From an optimization exercise on the open Yosys and OpenROAD flow, aimed at a short achievable clock period and few clock cycles; shortcuts taken in it are not production practice.
Function was not checked in any run shown here: the RTL went through the layout flow alone.
No activity file was given, so power comes from the tool's default toggle rates.

$ cat flow/run.sh
#!/bin/bash
# synth_recipe.tcl (not shown) runs the flow's synth.tcl, then flattens the netlist and writes it again
# the make line also repeats each setting of config.mk as NAME=value (left out here)
make -C /OpenROAD-flow-scripts/flow DESIGN_CONFIG=/design/flow/config.mk WORK_HOME=/design/flow/orfs CLKGATE_MAP_FILE= SYNTH_SCRIPT=/design/flow/synth_recipe.tcl finish
$ cat flow/constraint.sdc
create_clock -name core_clock -period 4.0 [get_ports {clk}]
set_input_delay 0.8000 -clock core_clock [delete_from_list [all_inputs] [get_ports {clk}]]
set_output_delay 0.8000 -clock core_clock [all_outputs]
set_load 0.01 [all_outputs]
$ cat flow/design.v
module csc16 (
    input  wire        clk,
    input  wire        rst,
    input  wire        cmd_valid,
    output wire        cmd_ready,
    input  wire [39:0] cmd_word,
    output wire        rsp_valid,
    output wire [2:0]  rsp_status,
    output wire [31:0] rsp_res,
    output reg         str_valid,
    output reg  [7:0]  str_data,
    output wire        tx_valid,
    output wire [7:0]  tx_data,
    input  wire        tx_ok,
    input  wire        tx_fail,
    output wire        rx_req,
    input  wire        rx_valid,
    input  wire [7:0]  rx_data,
    input  wire        rx_timeout,
    input  wire        rx_err
);
    localparam [2:0] ST_OK       = 3'd0;
    localparam [2:0] ST_SHORT    = 3'd1;
    localparam [2:0] ST_MISMATCH = 3'd2;
    localparam [2:0] ST_TRANSP   = 3'd3;
    localparam [2:0] ST_ILLEGAL  = 3'd4;
    function [15:0] crc_step;
        input [15:0] s;
        input [7:0]  b;
        integer i;
        reg [15:0] t;
        begin
            t = s ^ {b, 8'h00};
            for (i = 0; i < 8; i = i + 1)
                if (t[15]) t = (t << 1) ^ 16'h1021;
                else       t = t << 1;
            crc_step = t;
        end
    endfunction
    reg [15:0] crc;
    reg        ir;       
    reg        rr;       
    reg        txm;      
    reg        rxm;      
    reg        last;     
    reg        tl;       
    reg        dl;       
    reg        feed;     
    reg        decm;     
    reg        strm;     
    reg        ckm;      
    reg        s8;       
    reg        s16;      
    reg        hm;       
    reg        clrp;     
    reg        updp;     
    reg [2:0]  st;
    reg [31:0] R;        
    reg [31:0] sh;       
    reg [5:0]  cnt;      
    wire tdone = tl & tx_ok;
    wire ddone = dl & rx_valid;
    assign rsp_valid  = rr | tdone | ddone;
    assign cmd_ready  = ir | tdone | ddone;
    assign rsp_status = st;
    assign rsp_res    = {R[31:8] | {24{s8 & rx_data[7]}}, rxm ? rx_data : R[7:0]};
    assign tx_valid   = txm;
    assign rx_req     = rxm;
    assign tx_data    = sh[31:24];
    wire       take  = cmd_valid & cmd_ready;
    wire [7:0] op    = cmd_word[39:32];
    wire [31:0] imm  = cmd_word[31:0];
    wire [15:0] crc_a  = crc_step(crc, 8'h00);
    wire [15:0] crc_rx = crc_a ^ crc_step(16'h0000, rx_data);
    wire [15:0] crc_tx = crc_a ^ crc_step(16'h0000, sh[31:24]);
    wire        fd_rx  = rxm & feed & rx_valid;
    wire        fd_tx  = (txm & feed & tx_ok) | updp;
    wire [15:0] crc_nx = clrp ? 16'h0000 : fd_rx ? crc_rx : fd_tx ? crc_tx : crc;
    wire [31:0] sh_ld = op[5]           ? {crc_nx, 16'd0}    :
                        (op[4] & op[1]) ? imm                :
                        (op[4] & op[0]) ? {imm[15:0], 16'd0} :
                                          {imm[7:0], 24'd0};
    always @(posedge clk) begin
        if (rst)
            crc <= 16'h0000;
        else
            crc <= crc_nx;
    end
    always @(posedge clk) begin
        str_valid <= 1'b0;
        str_data  <= rx_data;
        rr   <= 1'b0;
        clrp <= 1'b0;
        updp <= 1'b0;
        if (rst) begin
            ir  <= 1'b1;
            txm <= 1'b0;
            rxm <= 1'b0;
            tl  <= 1'b0;
            dl  <= 1'b0;
            s8  <= 1'b0;
        end else begin
            if (txm) begin
                if (tx_fail) begin
                    txm <= 1'b0;
                    tl  <= 1'b0;
                    ir  <= 1'b1;
                    rr  <= 1'b1;
                    st  <= ST_TRANSP;
                    R   <= 32'd0;
                end else if (tx_ok) begin
                    sh   <= {sh[23:0], 8'd0};
                    cnt  <= cnt - 6'd1;
                    last <= (cnt == 6'd2);
                    tl   <= (cnt == 6'd2);
                    if (last) begin
                        txm <= 1'b0;
                        ir  <= 1'b1;
                    end
                end
            end
            if (rxm) begin
                if (rx_timeout | rx_err) begin
                    rxm <= 1'b0;
                    dl  <= 1'b0;
                    s8  <= 1'b0;
                    ir  <= 1'b1;
                    rr  <= 1'b1;
                    st  <= rx_timeout ? ST_SHORT : ST_TRANSP;
                    R   <= 32'd0;
                end else if (rx_valid) begin
                    if (strm) begin
                        cnt <= cnt + 6'd1;
                        if (rx_data == 8'h00) begin
                            rxm <= 1'b0;
                            ir  <= 1'b1;
                            rr  <= 1'b1;
                            R   <= {26'd0, cnt};
                        end else begin
                            str_valid <= 1'b1;
                            if (cnt == 6'd47) begin
                                rxm <= 1'b0;
                                ir  <= 1'b1;
                                rr  <= 1'b1;
                                R   <= {26'd0, cnt + 6'd1};
                            end
                        end
                    end else if (ckm) begin
                        last <= 1'b1;
                        if (!last) begin
                            hm       <= (rx_data == crc[15:8]);
                            R[15:8]  <= rx_data;
                        end else begin
                            rxm <= 1'b0;
                            ir  <= 1'b1;
                            rr  <= 1'b1;
                            if (hm && rx_data == crc[7:0]) begin
                                R <= {16'd0, R[15:8], rx_data};
                            end else begin
                                R  <= 32'd0;
                                st <= ST_MISMATCH;
                            end
                        end
                    end else begin
                        cnt  <= cnt - 6'd1;
                        last <= (cnt == 6'd2);
                        dl   <= (cnt == 6'd2);
                        R    <= {s16 ? {16{rx_data[7]}} : R[23:8], rx_data, 8'd0};
                        if (last) begin
                            rxm <= 1'b0;
                            dl  <= 1'b0;
                            s8  <= 1'b0;
                            ir  <= 1'b1;
                        end
                    end
                end
            end
            if (take) begin
                st   <= ST_OK;
                R    <= 32'd0;
                txm  <= 1'b0;
                rxm  <= 1'b0;
                tl   <= 1'b0;
                dl   <= 1'b0;
                s8   <= 1'b0;
                s16  <= 1'b0;
                decm <= 1'b0;
                strm <= 1'b0;
                ckm  <= 1'b0;
                feed <= 1'b0;
                last <= 1'b0;
                ir   <= 1'b1;
                cnt  <= 6'd0;
                sh   <= sh_ld;
                case (op)
                    8'h00: begin
                        clrp <= 1'b1;
                        rr   <= 1'b1;
                    end
                    8'h01: begin
                        updp <= 1'b1;
                        rr   <= 1'b1;
                    end
                    8'h02: begin
                        R    <= {16'd0, crc_nx};
                        rr   <= 1'b1;
                    end
                    8'h10, 8'h11, 8'h12, 8'h14, 8'h15, 8'h16: begin
                        txm  <= 1'b1;
                        ir   <= 1'b0;
                        feed <= 1'b1;
                        case (op[1:0])
                            2'd0: begin
                                cnt  <= 6'd1;
                                last <= 1'b1;
                                tl   <= 1'b1;
                            end
                            2'd1: begin
                                cnt <= 6'd2;
                            end
                            default: begin
                                cnt <= 6'd4;
                            end
                        endcase
                    end
                    8'h30: begin
                        txm <= 1'b1;
                        ir  <= 1'b0;
                        cnt <= 6'd2;
                    end
                    8'h20, 8'h21, 8'h22, 8'h24, 8'h25, 8'h26: begin
                        rxm  <= 1'b1;
                        ir   <= 1'b0;
                        feed <= 1'b1;
                        decm <= 1'b1;
                        case (op[1:0])
                            2'd0: begin
                                cnt  <= 6'd1;
                                last <= 1'b1;
                                dl   <= 1'b1;
                                s8   <= op[2];
                            end
                            2'd1: begin
                                cnt <= 6'd2;
                                s16 <= op[2];
                            end
                            default: cnt <= 6'd4;
                        endcase
                    end
                    8'h28: begin
                        rxm  <= 1'b1;
                        ir   <= 1'b0;
                        feed <= 1'b1;
                        strm <= 1'b1;
                    end
                    8'h31: begin
                        rxm <= 1'b1;
                        ir  <= 1'b0;
                        ckm <= 1'b1;
                        cnt <= 6'd2;
                    end
                    default: begin
                        st <= ST_ILLEGAL;
                        rr <= 1'b1;
                    end
                endcase
            end
        end
    end
endmodule
$ cat flow/config.mk
export PLATFORM = sky130hd
export DESIGN_NAME = csc16
export DESIGN_NICKNAME = csc16
export VERILOG_FILES = /design/flow/design.v
export SDC_FILE = /design/flow/constraint.sdc
export NUM_CORES = 4
export LEC_CHECK = 0
export ABC_CLOCK_PERIOD_IN_PS = 1500
export CAP_MARGIN = 20
export CORE_MARGIN = 2
export CORE_UTILIZATION = 40
export SETUP_SLACK_MARGIN = 2.2
export SLEW_MARGIN = 20
export TNS_END_PERCENT = 100
==> reports/qor.yml, run 1 <==
status: "no timing/DRC/antenna violations"
layout_commonest_cell: "buf_6"
worst_pin_slew_ns: 0.912
r2r_setup_slack_ns: 1.65
grt_max_degree: 23
vias: 7450
start_kind: "input pin"
final_cells: 1217
clkTransAtPathRegs_ns: 0.06
final_nets: 1043
end_kind: "flop"
setup_viol: 0
min_period_over_period_pct: 61.0
io_pins: 112
firstDrtPassIters: 6
ys_seq_area_share_pct: 45.0
hpwl_mm: 16.8
hold_path_class: "reg -> reg"
die_y_um: 134
postRouteAntennaNets: 0
crit_end: "R[8]"
cts_tree: "done"
cts_max_level: 4
reg2regPathDepth: 6
finalClockSkew_ns: 0.0103
grt_util_all_layers_pct: 30.8
ys.flop_type: "edfxtp_1"
antennaDiodeCount: 0
cts_buffers: 17
yosysWarnings: 1
powerDensity_nw_per_um2: 297
critPathMostFrequentCell: "or3_4"
final_area_um2: 12100
drc: 0
synthCells: 729
clock_sinks: 113
grt_pass1_vias: 7270
antenna_found_initial: 0
grt_setup_unrepaired: "true"
setup_slack_ns: 1.56
syn-num-nets: 788
fp-row-count: 47
ys_types: 68
cts_buffer_depth: 2
required_ns: 4.27
wl_mm: 28.3
hold_viol: 0
crit_start: "cmd_word[35]"
fp.coreArea_um2: 16600
tns_ns: 0
slowest_stage: "or4_4"
relSlewSlack_pct: 38.5
die-width_um: 134
r2r-end: "R[3]"
grt_pass1_wl_mm: 42.6
syn_area_um2: 6790
drive_gt1_share_pct: 47.9
cp_data_arrival_time_ns: 2.72
cp_max_fo: 5
dp.cells: 1023
ys_async_sr_fraction_pct: 0
area_growth_pct: 78.3
critical_path_class: "in -> reg"
final_cell_mix: "buf_6 (105), buf_4 (80), edfxtp_1 (79), nor2_1 (75), nand2_1 (46)"
postLayoutCoreUtil_pct: 73.0
fmax_mhz: 410
synth_seq_cells: 113
final-max-slew-violation-count: 0
cts_root_buffer: "clkbuf_16"
maxCapViolCount: 0
wl_per_cell_um: 23.3
min_period_ns: 2.44
synth_edf_count: 79
die-area_um2: 18000
dpl_cell_area_um2: 8750
viasPerCell: 6.12
path_cells: "buf_8 > or3_4 > or4_4 > or3_4 > nand2b_4 > buf_4 > o22ai_1"
numPortBuffers: 111
place_ws_ns: 0.526
slowest_delay_ns: 0.53
ctsHoldBuffers: 0
r2r-start: "cnt[3]"
ir_worst_vdd_mv: 0.319
drtIter0Drc: 897
grt-ovfl-total: 0
start_util_pct: 40.9
clk_latency_ns: 0.43
globalplace.congestion: 0.905
synth_area_per_cell_um2: 9.31
p_leak_nw: 4.63
[Yosys cell counts (all sizes together) (5+ instances only)]
master | n | area [um2]
nor3 | 11 | 55.1
a222oi | 8 | 80.1
o21a | 5 | 37.5
nand4 | 5 | 31.3
a22o | 10 | 87.6
nor2 | 86 | 323
nand2 | 60 | 225
dfxtp | 34 | 681
o211ai | 5 | 42.5
a31oi | 7 | 43.8
a2111oi | 8 | 70.1
xnor2 | 56 | 490
nor4 | 11 | 68.8
mux2 | 8 | 90.1
or2 | 5 | 31.3
buf | 16 | 103
inv | 10 | 37.5
clkbuf | 44 | 165
edfxtp | 79 | 2370
or3 | 9 | 56.3
nand3 | 15 | 75.1
a22oi | 11 | 82.6
xor2 | 7 | 61.3
a21oi | 26 | 130
and2 | 12 | 75.1
a211oi | 9 | 67.6
nand2b | 30 | 195
o22ai | 24 | 150
o21ai | 50 | 250
o2bb2ai | 15 | 131
[repair_timing]
item,in CTS,in global routing
endpoints found under the setup margin,226,185
resized for setup,525,108
buffers inserted,112,34
pin swaps,53,36
cloned,15,1
[state kept, by name (all words and copies together) (netlist names), 3 cells and up]
signal	flops
sh	32
str_data	8
R	32
st	3
cnt	6
crc	16
[worst min path at each step]
stage | start | end | slack, ns | cells after the start
after floorplan | dl | dl | 0.45 | 2
after global placement | dl | dl | 0.47 | 2
after detailed placement | dl | dl | 0.48 | 2
after CTS | dl | dl | 0.49 | 2
after global routing | rx_data[2] | str_data[2] | 0.53 | 1
final | dl | dl | 0.51 | 2
[where the power goes]
part           switching [mW]  internal [mW]  total [mW]
Clock                   0.554          0.853        1.41
Sequential             0.0549           1.32        1.38
Combinational           0.382          0.425       0.807
Total                   0.991           2.60        3.59
[metrics by stage]
step | power, mW | hold slack, ns
global route | 3.70 | 0.530
global placement | 1.93 | 0.473
detailed placement | 1.94 | 0.481
finish | 3.59 | 0.510
floorplan | 1.74 | 0.449
CTS | 3.50 | 0.489
[layer usage]
layer / routed length (um) / track usage [%]
met3: 2080 / 5.18
met1: 11400 / 40.6
met5: 0 / 0
met2: 13900 / 50.9
met4: 976 / 11.6
[critical path, delay by kind of cell]
kind | cells | cell delay [ns]
AOI/OAI and AO/OA | 1 | 0.15
buffers and inverters | 2 | 0.25
and+or+nand+nor | 4 | 1.51
[logic make-up (layout without fill, tap and decap cells)]
| logic type | after synthesis | in the layout | synth area share (%) |
|---|---|---|---|
| mux | 8 | 8 | 1.33 |
| simple gates | 259 | 264 | 18.5 |
| buf+inv | 71 | 333 | 4.55 |
| compound gates | 211 | 212 | 21.6 |
| flops | 113 | 113 | 45.0 |
| xor+xnor | 64 | 64 | 8.46 |
| fa+ha+maj | 3 | 3 | 0.553 |
[area by class of cell]
class / instances / area [um2]
Fill cell: 1126 / 4480
Clock inverter: 6 / 32.5
Sequential cell: 113 / 3070
Inverter: 11 / 50.0
Multi-Input combinational cell: 551 / 4950
Tap cell: 220 / 275
Timing Repair Buffer: 290 / 3230
Clock buffer: 26 / 499
==> run 2, diff against run 1 <==
--- a/flow/config.mk
+++ b/flow/config.mk
@@ -11,3 +11,3 @@
 export CORE_UTILIZATION = 40
-export SETUP_SLACK_MARGIN = 2.2
+export SETUP_SLACK_MARGIN = 5.0
 export SLEW_MARGIN = 20
==> run 2 against run 1 <==
Against the previous run:
- power up 8.1%
- still clean
- register-to-register slack better by 0.13 ns
- critical path type unchanged
- sequential share of layout area shrank 1.8 points
==> reports/qor.yml, run 2 <==
status: "no timing/DRC/antenna violations"
synth_mux_area_share_pct: 1.33  # unchanged
syn_area_um2: 6790  # unchanged
start_util_pct: 40.9  # unchanged
final_cells: 1284  # +5.5%
hold_viol: 0  # unchanged
fp.coreArea_um2: 16600  # unchanged
drc: 0  # unchanged
grt_pass1_vias: 7645  # +5.2%
synthCells: 729  # unchanged
min_from: "rx_data[5]"
total_power_mw: 3.88  # +8.1%
relSlewSlack_pct: 48.8  # +10 points
setup_viol: 0  # unchanged
drive_gt1_share_pct: 54.6  # +6.7 points
synth_most_common_cell: "nor2_1"
nFillCells: 984  # -13%
wl_mm: 31.9  # +12%
maxCapViolCount: 0  # unchanged
synth_area_per_cell_um2: 9.31  # unchanged
layout_commonest_cell: "buf_6"
ys_seq_area_share_pct: 45.0  # unchanged
postRouteAntennaNets: 0  # unchanged
io_pins: 112  # unchanged
area_growth_pct: 92.9
final_nets: 1110  # +6.4%
ir_worst_vdd_mv: 0.338  # +6.1%
p_leak_nw: 5.09  # +9.9%
grt-ovfl-total: 0  # unchanged
dp.cells: 1019  # -0.39%
slowest_stage: "or4_4"
synth_top_area_share_pct: 34.9  # unchanged
largestRegisters: "R (32), sh (32), crc (16)"
globalplace.congestion: 0.927  # +2.4%
r2r-start: "tl"
tns_ns: 0  # unchanged
min_period_ns: 2.39  # -0.0528 ns
viasPerCell: 6.18  # +0.91%
min_period_over_period_pct: 59.7  # -1.3 points
critPathMostFrequentCell: "or3_4"
reg2regPathDepth: 9  # +3
synth_seq_cells: 113  # unchanged
hold_path_class: "in -> reg"
cts_root_buffer: "clkbuf_16"
synth_top_family_by_area: "compound AO/OA/AOI/OAI gates"
fmax_mhz: 419  # +2.2%
die-area_um2: 18000  # unchanged
cts_buffer_depth: 2  # unchanged
powerDensity_nw_per_um2: 297  # about the same
synth_area_leaders: "edfxtp_1 (35%), dfxtp_1 (10%), xnor2_1 (7.2%), nor2_1 (4.8%), o21ai_0 (3.6%)"
fp-row-count: 47  # unchanged
cts_tree: "done"
die_y_um: 134  # unchanged
required_ns: 4.28  # about the same
worst_pin_slew_ns: 0.768  # -0.144 ns
crit_start: "cmd_word[38]"
grt_pass1_wl_mm: 44.8  # +5.2%
synthAdderAreaFrac_pct: 0.553  # unchanged
grt_max_degree: 23  # unchanged
cts_max_level: 4  # unchanged
cts_buffers: 17  # unchanged
synthSimpleGateAreaFrac_pct: 18.5  # unchanged
grt_util_all_layers_pct: 32.6  # +1.8 points
firstDrtPassIters: 6  # unchanged
ctsHoldBuffers: 0  # unchanged
start_kind: "input pin"
slowest_delay_ns: 0.45  # -0.08 ns
end_kind: "flop"
yosysTopAreaCell: "edfxtp_1"
final-max-slew-violation-count: 0  # unchanged
drtIter0Drc: 945  # +5.4%
postLayoutCoreUtil_pct: 78.9  # +6.0 points
wl_per_cell_um: 24.8  # +6.6%
numPortBuffers: 111  # unchanged
whs_ns: 0.505  # -0.00552 ns
critical_path_class: "in -> reg"
ys.flop_type: "edfxtp_1"
clkTransAtPathRegs_ns: 0.06  # about the same
hpwl_mm: 16.9  # +0.65%
synth_edf_count: 79  # unchanged
yosysWarnings: 1  # unchanged
path_cells: "buf_8 > or3_4 > or4_4 > or3_4 > nand2b_4 > or2_1 > o211ai_2"
clock_sinks: 113  # unchanged
vias: 7932  # +6.5%
antennaDiodeCount: 0  # unchanged
syn-num-nets: 788  # unchanged
worstHoldPathCells: 1  # -1
antenna_found_initial: 0  # unchanged
cp_max_fo: 5  # unchanged
synth_compound_area_share_pct: 21.6  # unchanged
ys_types: 68  # unchanged
ys_async_sr_fraction_pct: 0  # unchanged
post_synth_xor_area_fraction_pct: 8.46  # unchanged
cp_data_arrival_time_ns: 2.67  # -0.05 ns
finalClockSkew_ns: 0.0121  # +0.00182 ns
synth_common_cells: "nor2_1 (86), edfxtp_1 (79), nand2_1 (60)"
clk_latency_ns: 0.44  # about the same
die-width_um: 134  # unchanged
grt_setup_unrepaired: "true"
final_cell_mix: "buf_6 (149), buf_4 (103), edfxtp_1 (79), nor2_1 (72), nand2_1 (42)"
## run 2: cell counts after synthesis
No cell type changed its count.
## run 2: final timing paths
path,to,slack [ns]
worst max register to register,sh[20],1.78
worst min register to register,dl,0.53
worst max-delay path,R[5],1.61
worst min-delay path,str_data[5],0.50
## run 2: repair_timing
item / in CTS / in global routing
setup buffers: 152 / 62
endpoints found under the setup margin: 248 / 248
resized for setup: 615 / 135
pin swaps: 65 / 50
gates cloned: 18 / 1
## run 2: metrics by stage
stage	setup slack [ns]	area (um2)
2_1_floorplan	1.35	8000
3_3_place_gp	0.595	8820
3_5_place_dp	0.542	8820
4_1_cts	1.57	12000
5_1_grt	1.59	13100
6_report	1.61	13100
## run 2: worst max-delay path: cells and delay by family
kind	cells	cell delay, ns
buffers and inverters	1	0.09
and+or+nand+nor	5	1.69
AOI/OAI and AO/OA	1	0.07
## run 2: cell families (layout without fill, tap and decap cells)
kind of cell / Yosys count / count (layout)
AOI/OAI and AO/OA: 211 / 212
DFF: 113 / 113
buffers and inverters: 71 / 397
adders and majority gates: 3 / 3
xor gates and xnor gates: 64 / 64
muxes: 8 / 8
and+or+nand+nor: 259 / 267
## run 2: layout make-up
class | count | area (um2) | area share (%)
Multi-Input combinational cell | 554 | 5120 | 39.1
Clock buffer | 18 | 429 | 3.28
Inverter | 11 | 61.3 | 0.468
Timing Repair Buffer | 354 | 3960 | 30.2
Clock inverter | 14 | 165 | 1.26
Sequential cell | 113 | 3080 | 23.5
Tap cell | 220 | 275 | 2.10
## run 2: routing by layer
| layer | global-route usage (%) | wire length, um | vias up | share of wire (%) |
|---|---|---|---|---|
| met2 | 52.8 | 15500 | 531 | 49 |
| li1 | - | - | 3385 | - |
| met3 | 7.11 | 2700 | 132 | 8.5 |
| met5 | 0 | 0 | - | 0 |
| met1 | 42.9 | 12300 | 3884 | 39 |
| met4 | 12.3 | 1330 | 0 | 4.2 |
## run 2: report_power, final
part / internal [mW] / total, mW / leakage, nW / switching, mW
Combinational: 0.495 / 0.913 / 3.75 / 0.418
Clock: 0.977 / 1.59 / 0.291 / 0.613
Sequential: 1.32 / 1.38 / 1.05 / 0.0571
==> run 3, diff against run 2 <==
--- a/flow/config.mk
+++ b/flow/config.mk
@@ -7,3 +7,3 @@
 export LEC_CHECK = 0
-export ABC_CLOCK_PERIOD_IN_PS = 1500
+export ABC_CLOCK_PERIOD_IN_PS = 500
 export CAP_MARGIN = 20
@@ -11,3 +11,3 @@
 export CORE_UTILIZATION = 40
-export SETUP_SLACK_MARGIN = 5.0
+export SETUP_SLACK_MARGIN = 3.0
 export SLEW_MARGIN = 20
==> run 3 against run 2 <==
Against the previous run:
- setup slack about the same
- count of clock-buffer cells in the layout unchanged
- final area decreased by 0.99%
- sequential share of layout area increased by 0.24 points
- clock power about the same
- highest routed layer is now met5
- sequential cell count unchanged
- synthesized cell count unchanged
- still clean on timing, DRC and antenna
==> reports/qor.yml, run 3 <==
start_kind: "input pin"
ys_seq_area_share_pct: 45.0  # unchanged
total_power_mw: 3.86  # -0.57%
ys.flop_type: "edfxtp_1"
busiest_layer: "met2"
grt-ovfl-total: 0  # unchanged
cts_buffers: 17  # unchanged
cts_root_buffer: "clkbuf_16"
synth_area_leaders: "edfxtp_1 (35%), dfxtp_1 (10%), xnor2_1 (7.2%), nor2_1 (4.8%), o21ai_0 (3.6%)"
hpwl_mm: 16.9  # unchanged
cts_max_level: 4  # unchanged
drive_gt1_share_pct: 54.4  # -0.21 points
grt_pass1_wl_mm: 44.6  # -0.37%
ir_worst_vdd_mv: 0.322  # -4.8%
ys_async_sr_fraction_pct: 0  # unchanged
dpl_cell_area_um2: 8820  # unchanged
use_met1_pct: 43.0  # +0.12 points
cp_max_fo: 5  # unchanged
dp.cells: 1019  # unchanged
final_nets: 1105  # -0.45%
area_growth_pct: 91.0
wl_per_cell_um: 25.2  # +1.4%
status: "no timing/DRC/antenna violations"
postLayoutCoreUtil_pct: 78.2  # -0.78 points
cts_buffer_depth: 2  # unchanged
grt_pass1_vias: 7617  # -0.37%
final_cell_mix: "buf_6 (151), buf_4 (104), edfxtp_1 (79), nor2_1 (72), nand2_1 (42)"
cp_data_arrival_time_ns: 2.53  # -0.14 ns
viasPerCell: 6.23  # +0.83%
setup_slack_ns: 1.61  # -0.000480 ns
grt_max_degree: 23  # unchanged
tns_ns: 0  # unchanged
drc: 0  # unchanged
ys_types: 68  # unchanged
syn_area_um2: 6790  # unchanged
antennaDiodeCount: 0  # unchanged
fmax_mhz: 418  # about the same
finalClockSkew_ns: 0.0102  # -0.00192 ns
numPortBuffers: 111  # unchanged
wl_mm: 32.2  # +1.0%
final_cells: 1279  # -0.39%
grt_util_all_layers_pct: 32.5  # -0.13 points
io_pins: 112  # unchanged
p_leak_nw: 5.03  # -1.1%
fp-row-count: 47  # unchanged
relSlewSlack_pct: 49.9  # +1.1 points
hold_path_class: "reg -> reg"
whs_ns: 0.545  # +0.0402 ns
vias: 7967  # +0.44%
cts_tree: "done"
fp.coreArea_um2: 16600  # unchanged
ctsHoldBuffers: 0  # unchanged
synth_common_cells: "nor2_1 (86), edfxtp_1 (79), nand2_1 (60)"
firstDrtPassIters: 6  # unchanged
met2_usage_pct: 52.4  # -0.40 points
critical_path_class: "in -> reg"
setup_viol: 0  # unchanged
yosysWarnings: 1  # unchanged
place_ws_ns: 0.542  # unchanged
min_period_over_period_pct: 59.7  # about the same
synth_top_area_share_pct: 34.9  # unchanged
grt_setup_unrepaired: "true"
synth_edf_count: 79  # unchanged
final-max-slew-violation-count: 0  # unchanged
required_ns: 4.14  # -0.14 ns
antenna_found_initial: 1  # +1
largestRegisters: "R (32), sh (32), crc (16)"
maxCapViolCount: 0  # unchanged
yosysTopAreaCell: "edfxtp_1"
clk_latency_ns: 0.43  # about the same
synth_most_common_cell: "nor2_1"
die_y_um: 134  # unchanged
end_kind: "flop"
synth_seq_cells: 113  # unchanged
min_period_ns: 2.39  # +0.000480 ns
worst_pin_slew_ns: 0.743  # -0.0251 ns
powerDensity_nw_per_um2: 298  # +0.43%
globalplace.congestion: 0.927  # unchanged
die-area_um2: 18000  # unchanged
syn-num-nets: 788  # unchanged
final_area_um2: 13000  # -0.99%
layout_commonest_cell: "buf_6"
hold_viol: 0  # unchanged
start_util_pct: 40.9  # unchanged
synthCells: 729  # unchanged
clock_sinks: 113  # unchanged
synth_area_per_cell_um2: 9.31  # unchanged
clkTransAtPathRegs_ns: 0.06  # about the same
drtIter0Drc: 1028  # +8.8%
postRouteAntennaNets: 0  # unchanged
met3_usage_pct: 6.99  # -0.11 points
die-width_um: 134  # unchanged
==> run 3: where the power goes <==
part           total, mW  leakage, nW  switching (mW)  internal, mW
clock               1.58        0.291           0.599         0.977
sequential          1.38         1.05          0.0534          1.32
combinational      0.908         3.69           0.423         0.485
==> run 3: layout make-up <==
cell class | instances | area (um2)
clock inverter | 14 | 165
tap | 220 | 275
clock buffer | 18 | 429
multi-input combinational | 554 | 5120
timing repair buffer | 349 | 3830
fill | 1008 | 3620
sequential | 113 | 3080
inverter | 11 | 61.3
==> run 3: cells by family after synthesis <==
family | Yosys count | share of synthesized area [%]
compound gates | 211 | 21.6
xor+xnor | 64 | 8.46
fa+ha+maj | 3 | 0.553
buf+inv | 71 | 4.55
flops | 113 | 45.0
mux | 8 | 1.33
simple gates | 259 | 18.5
==> run 3: what timing repair did <==
action / 4_1_cts / 5_1_grt
pin swaps: 65 / 52
setup endpoints to repair: 248 / 240
setup buffers: 151 / 58
cloned: 18 / 1
gates resized for setup: 596 / 135
hold endpoints to repair: 0 / 0
==> run 3: layer usage <==
layer | vias to the layer above | part of all wire (%)
li1 | 3375 | -
met1 | 3895 | 38
met2 | 567 | 49
met3 | 128 | 9.1
met4 | 2 | 4.1
met5 | - | 0.031
==> run 3: critical path, stage by stage <==
cell and delay [ns]:
buf_8 0.11, a221o_2 0.40, buf_6 0.15, nand2_8 0.08, buf_8 0.13, nor4_4 0.05
buf_6 0.13, buf_6 0.11, a222oi_1 0.39, o21ai_1 0.18
==> run 3: final timing paths <==
kind / end / from / cells past startpoint / slack, ns
setup / recovery: sh[20] / tx_ok / 10 / 1.61
hold / removal: dl / dl / 2 / 0.54
setup reg to reg: R[0] / cnt[3] / 6 / 1.69
hold reg to reg: dl / dl / 2 / 0.54
==> run 4, diff against run 3 <==
--- a/flow/config.mk
+++ b/flow/config.mk
@@ -7,3 +7,3 @@
 export LEC_CHECK = 0
-export ABC_CLOCK_PERIOD_IN_PS = 500
+export ABC_CLOCK_PERIOD_IN_PS = 50
 export CAP_MARGIN = 20
@@ -11,3 +11,3 @@
 export CORE_UTILIZATION = 40
-export SETUP_SLACK_MARGIN = 3.0
+export SETUP_SLACK_MARGIN = 5.0
 export SLEW_MARGIN = 20
==> run 4 against run 3 <==
Against the previous run:
- still clean on timing, DRC and antenna
- first-iteration DRC count is 8.1% lower
- routed wire length down 0.99%
- count of clock-buffer cells in the layout unchanged
- largest cell class unchanged
==> reports/qor.yml, run 4 <==
grt_max_degree: 23  # unchanged
grt_setup_unrepaired: "true"
cts_buffers: 17  # unchanged
yosysWarnings: 1  # unchanged
postRouteAntennaNets: 0  # unchanged
grt_pass1_wl_mm: 44.8  # +0.37%
hold_viol: 0  # unchanged
die-width_um: 134  # unchanged
area_growth_pct: 92.9
final-max-slew-violation-count: 0  # unchanged
synth_common_cells: "nor2_1 (86), edfxtp_1 (79), nand2_1 (60)"
numPortBuffers: 111  # unchanged
powerDensity_nw_per_um2: 297  # -0.43%
pwr-share-seq_pct: 35.5  # -0.2 points
cts_tree: "done"
clock_sinks: 113  # unchanged
grt_pass1_vias: 7645  # +0.37%
maxCapViolCount: 0  # unchanged
status: "no timing/DRC/antenna violations"
wl_mm: 31.9  # -0.99%
combPwrFrac_pct: 23.5  # about the same
final_nets: 1110  # +0.45%
viasPerCell: 6.18  # -0.83%
die-area_um2: 18000  # unchanged
finalClockSkew_ns: 0.0121  # +0.00192 ns
min_period_over_period_pct: 59.7  # about the same
p_leak_nw: 5.09  # +1.1%
drive_gt1_share_pct: 54.6  # +0.21 points
firstDrtPassIters: 6  # unchanged
r2r-start: "tl"
io_pins: 112  # unchanged
reg2regPathDepth: 9  # +3
grt_util_all_layers_pct: 32.6  # +0.13 points
fp-row-count: 47  # unchanged
die_y_um: 134  # unchanged
synth_area_per_cell_um2: 9.31  # unchanged
start_util_pct: 40.9  # unchanged
min_period_ns: 2.39  # -0.000480 ns
setup_viol: 0  # unchanged
cts_root_buffer: "clkbuf_16"
worst_pin_slew_ns: 0.768  # +0.0251 ns
slowest_stage: "or4_4"
min_to: "str_data[5]"
ys_seq_area_share_pct: 45.0  # unchanged
cts_max_level: 4  # unchanged
min_from: "rx_data[5]"
end_kind: "flop"
cts_buffer_depth: 2  # unchanged
syn-num-nets: 788  # unchanged
ys_async_sr_fraction_pct: 0  # unchanged
clk_latency_ns: 0.44  # about the same
antennaDiodeCount: 0  # unchanged
drc: 0  # unchanged
antenna_found_initial: 0  # -1
clkPwrFrac_pct: 40.9  # about the same
synth_top_area_share_pct: 34.9  # unchanged
ir_worst_vdd_mv: 0.338  # +5.0%
r2r-end: "sh[20]"
critical_path_class: "in -> reg"
r2r_setup_slack_ns: 1.78  # +0.09 ns
synth_most_common_cell: "nor2_1"
required_ns: 4.28  # +0.14 ns
drtIter0Drc: 945  # -8.1%
layout_commonest_cell: "buf_6"
yosysTopAreaCell: "edfxtp_1"
relSlewSlack_pct: 48.8  # -1.1 points
largestRegisters: "R (32), sh (32), crc (16)"
fp.coreArea_um2: 16600  # unchanged
switchingPower_mw: 1.09  # +1.1%
path_cells: "buf_8 > or3_4 > or4_4 > or3_4 > nand2b_4 > or2_1 > o211ai_2"
final_cell_mix: "buf_6 (149), buf_4 (103), edfxtp_1 (79), nor2_1 (72), nand2_1 (42)"
vias: 7932  # -0.44%
power.internal_mw: 2.79  # +0.36%
tns_ns: 0  # unchanged
synth_edf_count: 79  # unchanged
wl_per_cell_um: 24.8  # -1.4%
cp_data_arrival_time_ns: 2.67  # +0.14 ns
switching_share_pct: 28.0  # +0.15 points
synthCells: 729  # unchanged
globalplace.congestion: 0.927  # unchanged
critPathMostFrequentCell: "or3_4"
syn_area_um2: 6790  # unchanged
synth_area_leaders: "edfxtp_1 (35%), dfxtp_1 (10%), xnor2_1 (7.2%), nor2_1 (4.8%), o21ai_0 (3.6%)"
cp_max_fo: 5  # unchanged
ys_types: 68  # unchanged
start_kind: "input pin"
nFillCells: 984  # -2.4%
grt-ovfl-total: 0  # unchanged
ys.flop_type: "edfxtp_1"
fmax_mhz: 419  # about the same
hpwl_mm: 16.9  # unchanged
slowest_delay_ns: 0.45  # +0.05 ns
synth_seq_cells: 113  # unchanged
worstHoldPathCells: 1  # -1
clkTransAtPathRegs_ns: 0.06  # about the same
hold_path_class: "in -> reg"
whs_ns: 0.505  # -0.0402 ns
==> run 4: how the worst max path moves through the flow <==
| stage | startpoint | end | slack [ns] | cells after the start |
|---|---|---|---|---|
| finish | cmd_word[38] | R[5] | 1.61 | 7 |
| global route | tx_ok | sh[20] | 1.59 | 10 |
| CTS | cmd_word[38] | R[5] | 1.57 | 7 |
| detailed placement | cmd_word[35] | R[5] | 0.54 | 7 |
| global placement | cmd_word[35] | R[5] | 0.59 | 7 |
| floorplan | cmd_word[35] | R[5] | 1.35 | 7 |
==> run 4: worst max-delay path: cells and delay by family <==
kind	cells	cell delay, ns
buf+inv	1	0.09
compound gates	1	0.07
simple gates	5	1.69
==> run 4: cells by family (layout without fill, tap and decap cells) <==
| group | Yosys count | count (layout) | synth area share (%) |
|---|---|---|---|
| AOI/OAI and AO/OA | 211 | 212 | 21.6 |
| xor gates and xnor gates | 64 | 64 | 8.46 |
| adders and majority gates | 3 | 3 | 0.553 |
| buffers and inverters | 71 | 397 | 4.55 |
| DFF | 113 | 113 | 45.0 |
| muxes | 8 | 8 | 1.33 |
| and+or+nand+nor | 259 | 267 | 18.5 |
==> run 4: through the flow <==
| stage | worst slack [ns] | instance area, um2 | cells | util (%) | power [mW] |
|---|---|---|---|---|---|
| after floorplan | 1.35 | 8000 | 729 | - | 1.75 |
| after global placement | 0.595 | 8820 | 1019 | 53.2 | 1.94 |
| after detailed placement | 0.542 | 8820 | 1019 | 53.2 | 1.94 |
| after CTS | 1.57 | 12000 | 1221 | 72.2 | 3.71 |
| after global routing | 1.59 | 13100 | 1284 | 78.9 | 3.98 |
| final | 1.61 | 13100 | 1284 | 78.9 | 3.88 |
==> run 4: repair_timing <==
item,in CTS,in global routing
setup endpoints to repair,248,248
buffers inserted,152,62
resized for setup,615,135
hold buffers,0,0
cloned,18,1
pin swaps,65,50
==> run 4: cell type report <==
cell class	instances	area [um2]	share of cell area, %
Multi-Input combinational cell	554	5120	39.1
Timing Repair Buffer	354	3960	30.2
Tap cell	220	275	2.10
Clock inverter	14	165	1.26
Sequential cell	113	3080	23.5
Clock buffer	18	429	3.28
Inverter	11	61.3	0.468
==> run 4: power groups by stage <==
stage | clock network (mW) | logic (mW) | registers (mW)
2_1_floorplan | 0 | 0.375 | 1.38
3_3_place_gp | 0 | 0.536 | 1.40
3_5_place_dp | 0 | 0.542 | 1.40
4_1_cts | 1.56 | 0.777 | 1.37
5_1_grt | 1.64 | 0.952 | 1.38
6_report | 1.59 | 0.913 | 1.38
==> run 4: routing by layer <==
layer | GRT usage [%] | up-vias | part of all wire [%]
met3 | 7.11 | 132 | 8.5
met2 | 52.8 | 531 | 49
met4 | 12.3 | 0 | 4.2
met1 | 42.9 | 3884 | 39
li1 | - | 3385 | -
met5 | 0 | - | 0
==> run 5, diff against run 4 <==
--- a/flow/design.v
+++ b/flow/design.v
@@ -56,2 +56,5 @@
     reg        updp;     
+    reg        pend;     
+    reg        dfr;      
+    reg        dval;     
     reg [2:0]  st;
@@ -72,8 +75,7 @@
     wire [31:0] imm  = cmd_word[31:0];
-    wire [15:0] crc_a  = crc_step(crc, 8'h00);
-    wire [15:0] crc_rx = crc_a ^ crc_step(16'h0000, rx_data);
-    wire [15:0] crc_tx = crc_a ^ crc_step(16'h0000, sh[31:24]);
     wire        fd_rx  = rxm & feed & rx_valid;
     wire        fd_tx  = (txm & feed & tx_ok) | updp;
-    wire [15:0] crc_nx = clrp ? 16'h0000 : fd_rx ? crc_rx : fd_tx ? crc_tx : crc;
+    wire [15:0] crc_ct = pend ? crc_step(crc, str_data) : crc;
+    wire [15:0] crc_tx = crc_step(crc_ct, 8'h00) ^ crc_step(16'h0000, sh[31:24]);
+    wire [15:0] crc_nx = clrp ? 16'h0000 : fd_tx ? crc_tx : crc_ct;
     wire [31:0] sh_ld = op[5]           ? {crc_nx, 16'd0}    :
@@ -83,6 +85,9 @@
     always @(posedge clk) begin
-        if (rst)
-            crc <= 16'h0000;
-        else
-            crc <= crc_nx;
+        if (rst) begin
+            crc  <= 16'h0000;
+            pend <= 1'b0;
+        end else begin
+            crc  <= crc_nx;
+            pend <= fd_rx;
+        end
     end
@@ -101,3 +106,15 @@
             s8  <= 1'b0;
+            dfr <= 1'b0;
         end else begin
+            if (dfr) begin
+                dfr <= 1'b0;
+                if (dval) begin
+                    R  <= {16'd0, crc_nx};
+                    rr <= 1'b1;
+                    ir <= 1'b1;
+                end else begin
+                    sh  <= {crc_nx, 16'd0};
+                    txm <= 1'b1;
+                end
+            end
             if (txm) begin
@@ -150,3 +167,3 @@
                         if (!last) begin
-                            hm       <= (rx_data == crc[15:8]);
+                            hm       <= (rx_data == crc_ct[15:8]);
                             R[15:8]  <= rx_data;
@@ -205,3 +222,9 @@
                         R    <= {16'd0, crc_nx};
-                        rr   <= 1'b1;
+                        if (rxm & feed) begin
+                            dfr  <= 1'b1;
+                            dval <= 1'b1;
+                            ir   <= 1'b0;
+                        end else begin
+                            rr   <= 1'b1;
+                        end
                     end
@@ -226,5 +249,10 @@
                     8'h30: begin
-                        txm <= 1'b1;
                         ir  <= 1'b0;
                         cnt <= 6'd2;
+                        if (rxm & feed) begin
+                            dfr  <= 1'b1;
+                            dval <= 1'b0;
+                        end else begin
+                            txm <= 1'b1;
+                        end
                     end
--- a/flow/config.mk
+++ b/flow/config.mk
@@ -7,3 +7,3 @@
 export LEC_CHECK = 0
-export ABC_CLOCK_PERIOD_IN_PS = 50
+export ABC_CLOCK_PERIOD_IN_PS = 1500
 export CAP_MARGIN = 20
==> run 5 against run 4 <==
Against the previous run:
- highest routed layer unchanged
- global-route usage increased by 0.37 points
- area after synthesis grew 22%
- combinational power is 38% higher
- synthesized cell count rose by 32%
- sequential share of layout area down 3.2 points
- register-to-register slack worse by 0.35 ns
- maximum frequency decreased by 8.2%
==> reports/qor.yml, run 5 <==
cts_tree: "done"
ctsHoldBuffers: 0  # unchanged
grt-ovfl-total: 0  # unchanged
ir_worst_vdd_mv: 0.274  # -19%
grt_util_all_layers_pct: 33.0  # +0.37 points
cp_max_fo: 4  # -1
layout_commonest_cell: "buf_4"
finalClockSkew_ns: 0.0102  # -0.00189 ns
fp.coreArea_um2: 20300  # +22%
ys_types: 73  # +7.4%
ys.flop_type: "edfxtp_1"
grt_pass1_wl_mm: 55.1  # +23%
clock_sinks: 116  # +2.7%
numPortBuffers: 111  # unchanged
fmax_mhz: 384  # -8.2%
worst_pin_slew_ns: 0.743  # -0.0249 ns
ys_seq_area_share_pct: 37.7  # -7.2 points
syn-num-nets: 1018  # +29%
final_cell_mix: "buf_4 (156), buf_6 (148), edfxtp_1 (80), nand2_1 (73), nor2_1 (71)"
cts_buffers: 17  # unchanged
area_growth_pct: 90.5
cts_buffer_depth: 2  # unchanged
p_leak_nw: 6.41  # +26%
status: "no timing/DRC/antenna violations"
globalplace.congestion: 0.907  # -2.2%
pwr-share-seq_pct: 32.8  # -2.7 points
postRouteAntennaNets: 0  # unchanged
synth_top_family_by_area: "compound AO/OA/AOI/OAI gates"
largestRegisters: "R (32), sh (32), crc (16)"
synth_mux_area_share_pct: 2.71  # +1.4 points
final_nets: 1390  # +25%
switching_share_pct: 28.5  # +0.46 points
synthCells: 959  # +32%
yosysWarnings: 1  # unchanged
yosysTopAreaCell: "edfxtp_1"
synth_edf_count: 80  # +1.3%
final_area_um2: 15800  # +20%
cts_root_buffer: "clkbuf_16"
combPwrFrac_pct: 28.8  # +5.3 points
drtIter0Drc: 1389  # +47%
ys_async_sr_fraction_pct: 0  # unchanged
die_y_um: 148  # +10%
grt_pass1_vias: 9296  # +22%
clk_latency_ns: 0.44  # about the same
antenna_found_initial: 1  # +1
power.internal_mw: 3.14  # +12%
cp_data_arrival_time_ns: 2.86  # +0.19 ns
end_kind: "flop"
synth_area_per_cell_um2: 8.63  # -7.3%
setup_viol: 0  # unchanged
viasPerCell: 6.30  # +2.0%
cts_max_level: 4  # unchanged
required_ns: 4.26  # -0.02 ns
min_period_ns: 2.60  # +0.214 ns
grt_max_degree: 33  # +43%
switchingPower_mw: 1.25  # +15%
tns_ns: 0  # unchanged
clkTransAtPathRegs_ns: 0.06  # about the same
final-max-slew-violation-count: 0  # unchanged
drc: 0  # unchanged
vias: 10200  # +28%
wl_per_cell_um: 25.4  # +2.2%
die-area_um2: 21900  # +21%
grt_setup_unrepaired: "true"
min_period_over_period_pct: 65.1  # +5.4 points
dpl_cell_area_um2: 10400  # +17%
nFillCells: 1162  # +18%
post_synth_xor_area_fraction_pct: 11.5  # +3.0 points
clkPwrFrac_pct: 38.3  # -2.6 points
maxCapViolCount: 0  # unchanged
fp-row-count: 52  # +11%
start_kind: "input pin"
start_util_pct: 40.8  # -0.17 points
synth_area_leaders: "edfxtp_1 (29%), dfxtp_1 (8.7%), a21oi_1 (5.5%), xnor2_1 (5.4%), nand2_1 (4.7%)"
hold_path_class: "in -> reg"
die-width_um: 148  # +10%
synth_common_cells: "nand2_1 (103), nor2_1 (103), a21oi_1 (91)"
io_pins: 112  # unchanged
synthAdderAreaFrac_pct: 0.454  # -0.099 points
synthSimpleGateAreaFrac_pct: 20.7  # +2.1 points
critical_path_class: "in -> reg"
synth_seq_cells: 116  # +2.7%
wl_mm: 41.0  # +29%
drive_gt1_share_pct: 55.2  # +0.60 points
hpwl_mm: 20.9  # +24%
syn_area_um2: 8270  # +22%
hold_viol: 0  # unchanged
relSlewSlack_pct: 50.3  # +1.5 points
synth_compound_area_share_pct: 22.4  # +0.86 points
synth_top_area_share_pct: 29.0  # -5.9 points
firstDrtPassIters: 8  # +2
powerDensity_nw_per_um2: 278  # -6.2%
## run 5: changes by cell type in the layout (fill, tap and decap cells not counted), sizes merged, moves of 14 or more
cell     previous run  this run
and3                2        21
nand2              66       108
nor2               86       105
a21oi              26        93
buf               312       380
o21ai              51        72
o2bb2ai            15         1
## run 5: final cells by class
cell class	count	area, um2	share of cell area (%)
inverter	13	65.1	0.413
clock inverter	12	185	1.18
antenna	1	2.50	0.0159
multi-input combinational	765	6890	43.7
clock buffer	20	437	2.77
sequential	116	3210	20.3
tap	270	338	2.14
timing repair buffer	418	4630	29.4
## run 5: power groups by stage
stage	Combinational [mW]	Sequential, mW	Clock (mW)
2_1_floorplan	0.515	1.45	0
3_3_place_gp	0.722	1.47	0
3_5_place_dp	0.727	1.47	0
4_1_cts	1.06	1.43	1.66
5_1_grt	1.32	1.44	1.73
6_report	1.26	1.44	1.68
## run 5: stage by stage
stage / worst slack, ns / cells / total power, mW / hold WS, ns / util [%]
finish: 1.40 / 1615 / 4.39 / 0.478 / 77.6
global placement: 0.343 / 1299 / 2.20 / 0.507 / 51.0
CTS: 1.44 / 1531 / 4.16 / 0.474 / 70.3
global route: 1.39 / 1615 / 4.49 / 0.471 / 77.6
detailed placement: 0.323 / 1299 / 2.20 / 0.513 / 51.0
floorplan: 1.12 / 959 / 1.96 / 0.485 / -
## run 5: kinds of logic after synthesis
family | after synthesis
AO/OA/AOI/OAI | 294
XOR/XNOR | 84
adder cells (fa/ha/maj) | 3
buffers and inverters | 84
flip-flops | 116
multiplexers | 21
AND/OR/NAND/NOR | 357
## run 5: worst paths after layout
path / endpoint / start / slack, ns / depth (start not counted)
worst min register to register: dl / dl / 0.52 / 2
worst min-delay path: str_data[2] / rx_data[2] / 0.48 / 1
worst max register to register: R[8] / str_data[6] / 1.43 / 7
worst max-delay path: R[10] / cmd_word[35] / 1.40 / 9
## run 5: critical path, cell delays in order
cell	delay [ns]
buf_8	0.09
or3_4	0.37
or4_4	0.42
or3_4	0.41
buf_4	0.17
buf_6	0.12
nor2_4	0.15
a21oi_1	0.11
a211oi_1	0.20
## run 5: timing repair
action,4_1_cts,5_1_grt
buffers inserted,179,83
resized for setup,679,193
pin swaps,111,100
cloned,21,0
endpoints found under the setup margin,252,252
## run 5: routing by layer
metal | track usage [%] | vias up | share of wire (%)
li1 | - | 4291 | -
met1 | 42.3 | 4898 | 37
met2 | 53.1 | 782 | 47
met3 | 7.28 | 204 | 9.9
met4 | 15.7 | 0 | 6.1
met5 | 0 | - | 0
==> run 6, diff against run 5 <==
--- a/flow/config.mk
+++ b/flow/config.mk
@@ -11,2 +11,4 @@
 export CORE_UTILIZATION = 40
+export CTS_CLUSTER_DIAMETER = 150
+export CTS_CLUSTER_SIZE = 60
 export SETUP_SLACK_MARGIN = 5.0
==> run 6 against run 5 <==
Against the previous run:
- global-route usage is the same
- count of clock-buffer cells in the layout is the same
- sequential cell count is the same
==> reports/qor.yml, run 6 <==
die-area_um2: 21900  # unchanged
hpwl_mm: 20.9  # unchanged
critical_path_class: "in -> reg"
fmax_mhz: 384  # unchanged
cts_root_buffer: "clkbuf_16"
globalplace.congestion: 0.907  # unchanged
synth_edf_count: 80  # unchanged
drive_gt1_share_pct: 55.2  # unchanged
wl_per_cell_um: 25.4  # unchanged
r2r-end: "R[8]"
numPortBuffers: 111  # unchanged
synth_common_cells: "nand2_1 (103), nor2_1 (103), a21oi_1 (91)"
largestRegisters: "R (32), sh (32), crc (16)"
start_kind: "input pin"
path_cells: "buf_8 > or3_4 > or4_4 > or3_4 > buf_4 > buf_6 > nor2_4 > a21oi_1 > a211oi_1"
total_power_mw: 4.39  # unchanged
yosysTopAreaCell: "edfxtp_1"
grt_max_degree: 33  # unchanged
die_y_um: 148  # unchanged
min_period_over_period_pct: 65.1  # unchanged
maxCapViolCount: 0  # unchanged
tns_ns: 0  # unchanged
setup_viol: 0  # unchanged
synth_top_area_share_pct: 29.0  # unchanged
die-width_um: 148  # unchanged
grt-ovfl-total: 0  # unchanged
slowest_stage: "or4_4"
hold_path_class: "in -> reg"
grt_pass1_vias: 9296  # unchanged
status: "no timing/DRC/antenna violations"
ys_async_sr_fraction_pct: 0  # unchanged
finalClockSkew_ns: 0.0102  # unchanged
path_buf_inv: 3  # unchanged
drc: 0  # unchanged
syn_area_um2: 8270  # unchanged
worst_pin_slew_ns: 0.743  # unchanged
r2r-start: "str_data[6]"
final-max-slew-violation-count: 0  # unchanged
yosysWarnings: 1  # unchanged
fp.coreArea_um2: 20300  # unchanged
crit_start: "cmd_word[35]"
vias: 10200  # unchanged
hold_viol: 0  # unchanged
fp-row-count: 52  # unchanged
final_cell_mix: "buf_4 (156), buf_6 (148), edfxtp_1 (80), nand2_1 (73), nor2_1 (71)"
grt_pass1_wl_mm: 55.1  # unchanged
synth_area_per_cell_um2: 8.63  # unchanged
firstDrtPassIters: 8  # unchanged
grt_setup_unrepaired: "true"
end_kind: "flop"
cts_buffers: 17  # unchanged
synth_seq_cells: 116  # unchanged
cp_top_family: "simple AND/OR/NAND/NOR gates"
ys_types: 73  # unchanged
start_util_pct: 40.8  # unchanged
viasPerCell: 6.30  # unchanged
wl_mm: 41.0  # unchanged
clk_latency_ns: 0.44  # about the same
clkTransAtPathRegs_ns: 0.06  # about the same
area_growth_pct: 90.5  # unchanged
dpl_cell_area_um2: 10400  # unchanged
ir_worst_vdd_mv: 0.274  # unchanged
reg2regPathDepth: 7  # unchanged
path_depth: 9  # unchanged
drtIter0Drc: 1389  # unchanged
ys.flop_type: "edfxtp_1"
relSlewSlack_pct: 50.3  # unchanged
cts_buffer_depth: 2  # unchanged
min_period_ns: 2.60  # unchanged
io_pins: 112  # unchanged
crit_end: "R[10]"
nFillCells: 1162  # unchanged
required_ns: 4.26  # about the same
final_nets: 1390  # unchanged
cp_max_fo: 4  # unchanged
layout_commonest_cell: "buf_4"
synthCells: 959  # unchanged
syn-num-nets: 1018  # unchanged
ys_seq_area_share_pct: 37.7  # unchanged
clock_sinks: 116  # unchanged
synth_area_leaders: "edfxtp_1 (29%), dfxtp_1 (8.7%), a21oi_1 (5.5%), xnor2_1 (5.4%), nand2_1 (4.7%)"
critPathMostFrequentCell: "or3_4"
slowest_delay_ns: 0.42  # about the same
final_area_um2: 15800  # unchanged
antenna_found_initial: 1  # unchanged
powerDensity_nw_per_um2: 278  # unchanged
cts_max_level: 4  # unchanged
grt_util_all_layers_pct: 33.0  # unchanged
p_leak_nw: 6.41  # unchanged
cp_data_arrival_time_ns: 2.86  # about the same
r2r_setup_slack_ns: 1.43  # about the same
postRouteAntennaNets: 0  # unchanged
cts_tree: "done"
## run 6: cell counts after synthesis
Identical to the previous run, type by type.
## run 6: worst reg2reg max path: cells and delay by family (launching register included)
family | cells | cell delay [ns]
XOR/XNOR | 4 | 1.12
multiplexers | 1 | 0.22
AO/OA/AOI/OAI | 2 | 0.65
flip-flops | 1 | 0.37
## run 6: final cells by class
class,instances,area [um2],area share [%]
clock inverters,12,185,1.18
repair buffers,418,4630,29.4
well taps,270,338,2.14
inverters,13,65.1,0.413
flip-flops and latches,116,3210,20.3
multi-input cells,765,6890,43.7
diodes,1,2.50,0.0159
clock buffers,20,437,2.77
## run 6: power by group
part | switching (mW) | internal, mW | total (mW)
logic | 0.589 | 0.676 | 1.26
clock network | 0.587 | 1.09 | 1.68
registers | 0.0730 | 1.37 | 1.44
## run 6: routing by layer
metal | vias to the layer above | part of all wire [%] | track usage [%]
met5 | - | 0 | 0
li1 | 4291 | - | -
met3 | 204 | 9.9 | 7.28
met4 | 0 | 6.1 | 15.7
met1 | 4898 | 37 | 42.3
met2 | 782 | 47 | 53.1
## run 6: kinds of logic (layout without fill, tap and decap cells)
group / count (synthesis) / in the layout / share of synthesized area (%)
simple gates: 357 / 362 / 20.7
fa+ha+maj: 3 / 3 / 0.454
flops: 116 / 116 / 37.7
compound gates: 294 / 295 / 22.4
buf+inv: 84 / 463 / 4.54
mux: 21 / 21 / 2.71
other cells: 0 / 1 / 0
xor+xnor: 84 / 84 / 11.5
## run 6: stage by stage
stage / instances / util [%] / worst slack [ns] / hold slack [ns]
2_1_floorplan: 959 / - / 1.12 / 0.485
3_5_place_dp: 1299 / 51.0 / 0.323 / 0.513
6_report: 1615 / 77.6 / 1.40 / 0.478
3_3_place_gp: 1299 / 51.0 / 0.343 / 0.507
4_1_cts: 1531 / 70.3 / 1.44 / 0.474
5_1_grt: 1615 / 77.6 / 1.39 / 0.471
## run 6: how the worst min path moves through the flow
stage / depth (start not counted) / from / slack (ns) / end
2_1_floorplan: 2 / dl / 0.49 / dl
3_3_place_gp: 2 / dl / 0.51 / dl
3_5_place_dp: 2 / dl / 0.51 / dl
4_1_cts: 1 / rx_data[1] / 0.47 / str_data[1]
5_1_grt: 1 / rx_data[2] / 0.47 / str_data[2]
6_report: 1 / rx_data[2] / 0.48 / str_data[2]
## run 6: timing repair
action                                  CTS  global route
gates resized for setup                 679           193
buffers inserted                        179            83
pin swaps                               111           100
endpoints found under the hold margin     0             0
endpoints found under the setup margin  252           252
hold buffers                              0             0
cloned                                   21             0
==> run 7, diff against run 6 <==
--- a/flow/config.mk
+++ b/flow/config.mk
@@ -7,3 +7,3 @@
 export LEC_CHECK = 0
-export ABC_CLOCK_PERIOD_IN_PS = 1500
+export ABC_CLOCK_PERIOD_IN_PS = 50
 export CAP_MARGIN = 20
@@ -11,4 +11,2 @@
 export CORE_UTILIZATION = 40
-export CTS_CLUSTER_DIAMETER = 150
-export CTS_CLUSTER_SIZE = 60
 export SETUP_SLACK_MARGIN = 5.0
==> run 7 against run 6 <==
Against the previous run:
- still clean on timing, DRC and antenna
- first-iteration DRC count unchanged
- via count unchanged
- clock power is essentially flat
- final cell count is the same
- global-route usage is the same
- critical endpoint unchanged
- highest routed layer unchanged
==> reports/qor.yml, run 7 <==
yosysTopAreaCell: "edfxtp_1"
clkTransAtPathRegs_ns: 0.06  # about the same
setup_viol: 0  # unchanged
die-area_um2: 21900  # unchanged
clk_latency_ns: 0.44  # about the same
numPortBuffers: 111  # unchanged
antenna_found_initial: 1  # unchanged
ys.flop_type: "edfxtp_1"
synth_seq_cells: 116  # unchanged
min_to: "str_data[2]"
final_nets: 1390  # unchanged
worstHoldPathCells: 1  # unchanged
synthCells: 959  # unchanged
synth_area_leaders: "edfxtp_1 (29%), dfxtp_1 (8.7%), a21oi_1 (5.5%), xnor2_1 (5.4%), nand2_1 (4.7%)"
fp-row-count: 52  # unchanged
ys_seq_area_share_pct: 37.7  # unchanged
viasPerCell: 6.30  # unchanged
p_leak_nw: 6.41  # unchanged
wl_per_cell_um: 25.4  # unchanged
cts_buffer_depth: 2  # unchanged
ys_types: 73  # unchanged
start_kind: "input pin"
synth_edf_count: 80  # unchanged
cts_root_buffer: "clkbuf_16"
die_y_um: 148  # unchanged
min_period_ns: 2.60  # unchanged
r2r_setup_slack_ns: 1.43  # about the same
cp_max_fo: 4  # unchanged
final-max-slew-violation-count: 0  # unchanged
area_growth_pct: 90.5  # unchanged
cts_max_level: 4  # unchanged
postLayoutCoreUtil_pct: 77.6  # unchanged
cp_data_arrival_time_ns: 2.86  # about the same
grt_util_all_layers_pct: 33.0  # unchanged
min_period_over_period_pct: 65.1  # unchanged
finalClockSkew_ns: 0.0102  # unchanged
firstDrtPassIters: 8  # unchanged
grt_pass1_wl_mm: 55.1  # unchanged
globalplace.congestion: 0.907  # unchanged
syn_area_um2: 8270  # unchanged
drc: 0  # unchanged
synth_top_area_share_pct: 29.0  # unchanged
end_kind: "flop"
start_util_pct: 40.8  # unchanged
critical_path_class: "in -> reg"
powerDensity_nw_per_um2: 278  # unchanged
syn-num-nets: 1018  # unchanged
dpl_cell_area_um2: 10400  # unchanged
grt-ovfl-total: 0  # unchanged
r2r-end: "R[8]"
die-width_um: 148  # unchanged
grt_pass1_vias: 9296  # unchanged
wl_mm: 41.0  # unchanged
fmax_mhz: 384  # unchanged
reg2regPathDepth: 7  # unchanged
synth_common_cells: "nand2_1 (103), nor2_1 (103), a21oi_1 (91)"
synth_area_per_cell_um2: 8.63  # unchanged
largestRegisters: "R (32), sh (32), crc (16)"
ir_worst_vdd_mv: 0.274  # unchanged
maxCapViolCount: 0  # unchanged
final_area_um2: 15800  # unchanged
drive_gt1_share_pct: 55.2  # unchanged
status: "no timing/DRC/antenna violations"
postRouteAntennaNets: 0  # unchanged
final_cell_mix: "buf_4 (156), buf_6 (148), edfxtp_1 (80), nand2_1 (73), nor2_1 (71)"
r2r-start: "str_data[6]"
min_from: "rx_data[2]"
grt_max_degree: 33  # unchanged
hold_viol: 0  # unchanged
required_ns: 4.26  # about the same
hold_path_class: "in -> reg"
cts_tree: "done"
nFillCells: 1162  # unchanged
clock_sinks: 116  # unchanged
yosysWarnings: 1  # unchanged
fp.coreArea_um2: 20300  # unchanged
grt_setup_unrepaired: "true"
worst_pin_slew_ns: 0.743  # unchanged
tns_ns: 0  # unchanged
hpwl_mm: 20.9  # unchanged
vias: 10200  # unchanged
io_pins: 112  # unchanged
drtIter0Drc: 1389  # unchanged
cts_buffers: 17  # unchanged
relSlewSlack_pct: 50.3  # unchanged
ys_async_sr_fraction_pct: 0  # unchanged
layout_commonest_cell: "buf_4"
==> run 7: power by group <==
part / internal (mW) / switching (mW)
combinational: 0.676 / 0.589
sequential: 1.37 / 0.0730
clock: 1.09 / 0.587
==> run 7: critical path, stage by stage <==
cell,delay [ns]
buf_8,0.09
or3_4,0.37
or4_4,0.42
or3_4,0.41
buf_4,0.17
buf_6,0.12
nor2_4,0.15
a21oi_1,0.11
a211oi_1,0.20
==> run 7: per-stage QoR <==
| step | total power [mW] | worst slack [ns] | hold slack (ns) | cells |
|---|---|---|---|---|
| after floorplan | 1.96 | 1.12 | 0.485 | 959 |
| after global placement | 2.20 | 0.343 | 0.507 | 1299 |
| after detailed placement | 2.20 | 0.323 | 0.513 | 1299 |
| after CTS | 4.16 | 1.44 | 0.474 | 1531 |
| after global routing | 4.49 | 1.39 | 0.471 | 1615 |
| final | 4.39 | 1.40 | 0.478 | 1615 |
==> run 7: worst max path at each step <==
stage	from	end	slack (ns)	cells past startpoint
floorplan	cmd_word[35]	R[15]	1.12	8
global placement	cmd_word[35]	R[13]	0.34	7
detailed placement	cmd_word[35]	R[15]	0.32	8
CTS	cmd_word[35]	R[15]	1.44	8
global route	str_data[6]	R[8]	1.39	7
finish	cmd_word[35]	R[10]	1.40	9
==> run 7: final cells by class <==
cell class | instances | area, um2 | share of cell area [%]
Timing Repair Buffer | 418 | 4630 | 29.4
Tap cell | 270 | 338 | 2.14
Sequential cell | 116 | 3210 | 20.3
Clock inverter | 12 | 185 | 1.18
Multi-Input combinational cell | 765 | 6890 | 43.7
Antenna cell | 1 | 2.50 | 0.0159
Clock buffer | 20 | 437 | 2.77
Inverter | 13 | 65.1 | 0.413
==> run 7: kinds of logic (layout without fill, tap and decap cells) <==
logic type,Yosys count,count (layout),synth area share [%]
compound gates,294,295,22.4
xor+xnor,84,84,11.5
simple gates,357,362,20.7
flops,116,116,37.7
fa+ha+maj,3,3,0.454
buf+inv,84,463,4.54
mux,21,21,2.71
other cells,0,1,0
==> run 7: timing repair <==
action	4_1_cts	5_1_grt
pin swaps	111	100
setup buffers	179	83
setup endpoints to repair	252	252
cloned	21	0
endpoints found under the hold margin	0	0
hold buffers	0	0
resized for setup	679	193
==> run 7: metal layers <==
metal | global-route usage (%) | wire length (um) | vias up
li1 | - | - | 4291
met1 | 42.3 | 15100 | 4898
met2 | 53.1 | 19400 | 782
met3 | 7.28 | 4040 | 204
met4 | 15.7 | 2490 | 0
met5 | 0 | 0 | -

port drivers added, routing unchanged:
No port has a modelled driver above. Below, the same layouts with a new extraction and two added sets of constraints.
Step 1 assumes that a clkbuf_16 drives the clock port and a buf_2 every other input.
Step 2 times the ports against the registers' clock, not the clock port: input delays grow and output delays shrink by t, the midpoint of the rising clock arrivals with the driver on.
Slacks: ideal / step 1 / step 2; pairs: ideal / step 1.
run | shift t [ns] | setup WS [ns] | hold slack, ns | worst register clock-pin slew, ns | worst slew at a driven data input, ns
run 1 | 0.464 | 1.558 / 1.563 / 1.099 | 0.510 / 0.510 / 0.510 | 0.06 / 0.06 | 0.09
run 2 | 0.476 | 1.611 / 1.571 / 1.137 | 0.505 / 0.522 / 0.532 | 0.07 / 0.07 | 0.09
run 3 | 0.470 | 1.610 / 1.583 / 1.134 | 0.545 / 0.545 / 0.545 | 0.06 / 0.06 | 0.08
run 4 | 0.476 | 1.611 / 1.571 / 1.137 | 0.505 / 0.522 / 0.532 | 0.07 / 0.07 | 0.09
run 5 | 0.477 | 1.396 / 1.404 / 0.927 | 0.478 / 0.491 / 0.524 | 0.06 / 0.06 | 0.08
run 6 | 0.477 | 1.396 / 1.404 / 0.927 | 0.478 / 0.491 / 0.524 | 0.06 / 0.06 | 0.08
run 7 | 0.477 | 1.396 / 1.404 / 0.927 | 0.478 / 0.491 / 0.524 | 0.06 / 0.06 | 0.08
After both steps every run listed still meets setup and hold. For run 3, which loses most, drivers alone change the setup slack by -0.027 ns; drivers and shift together by -0.476 ns.
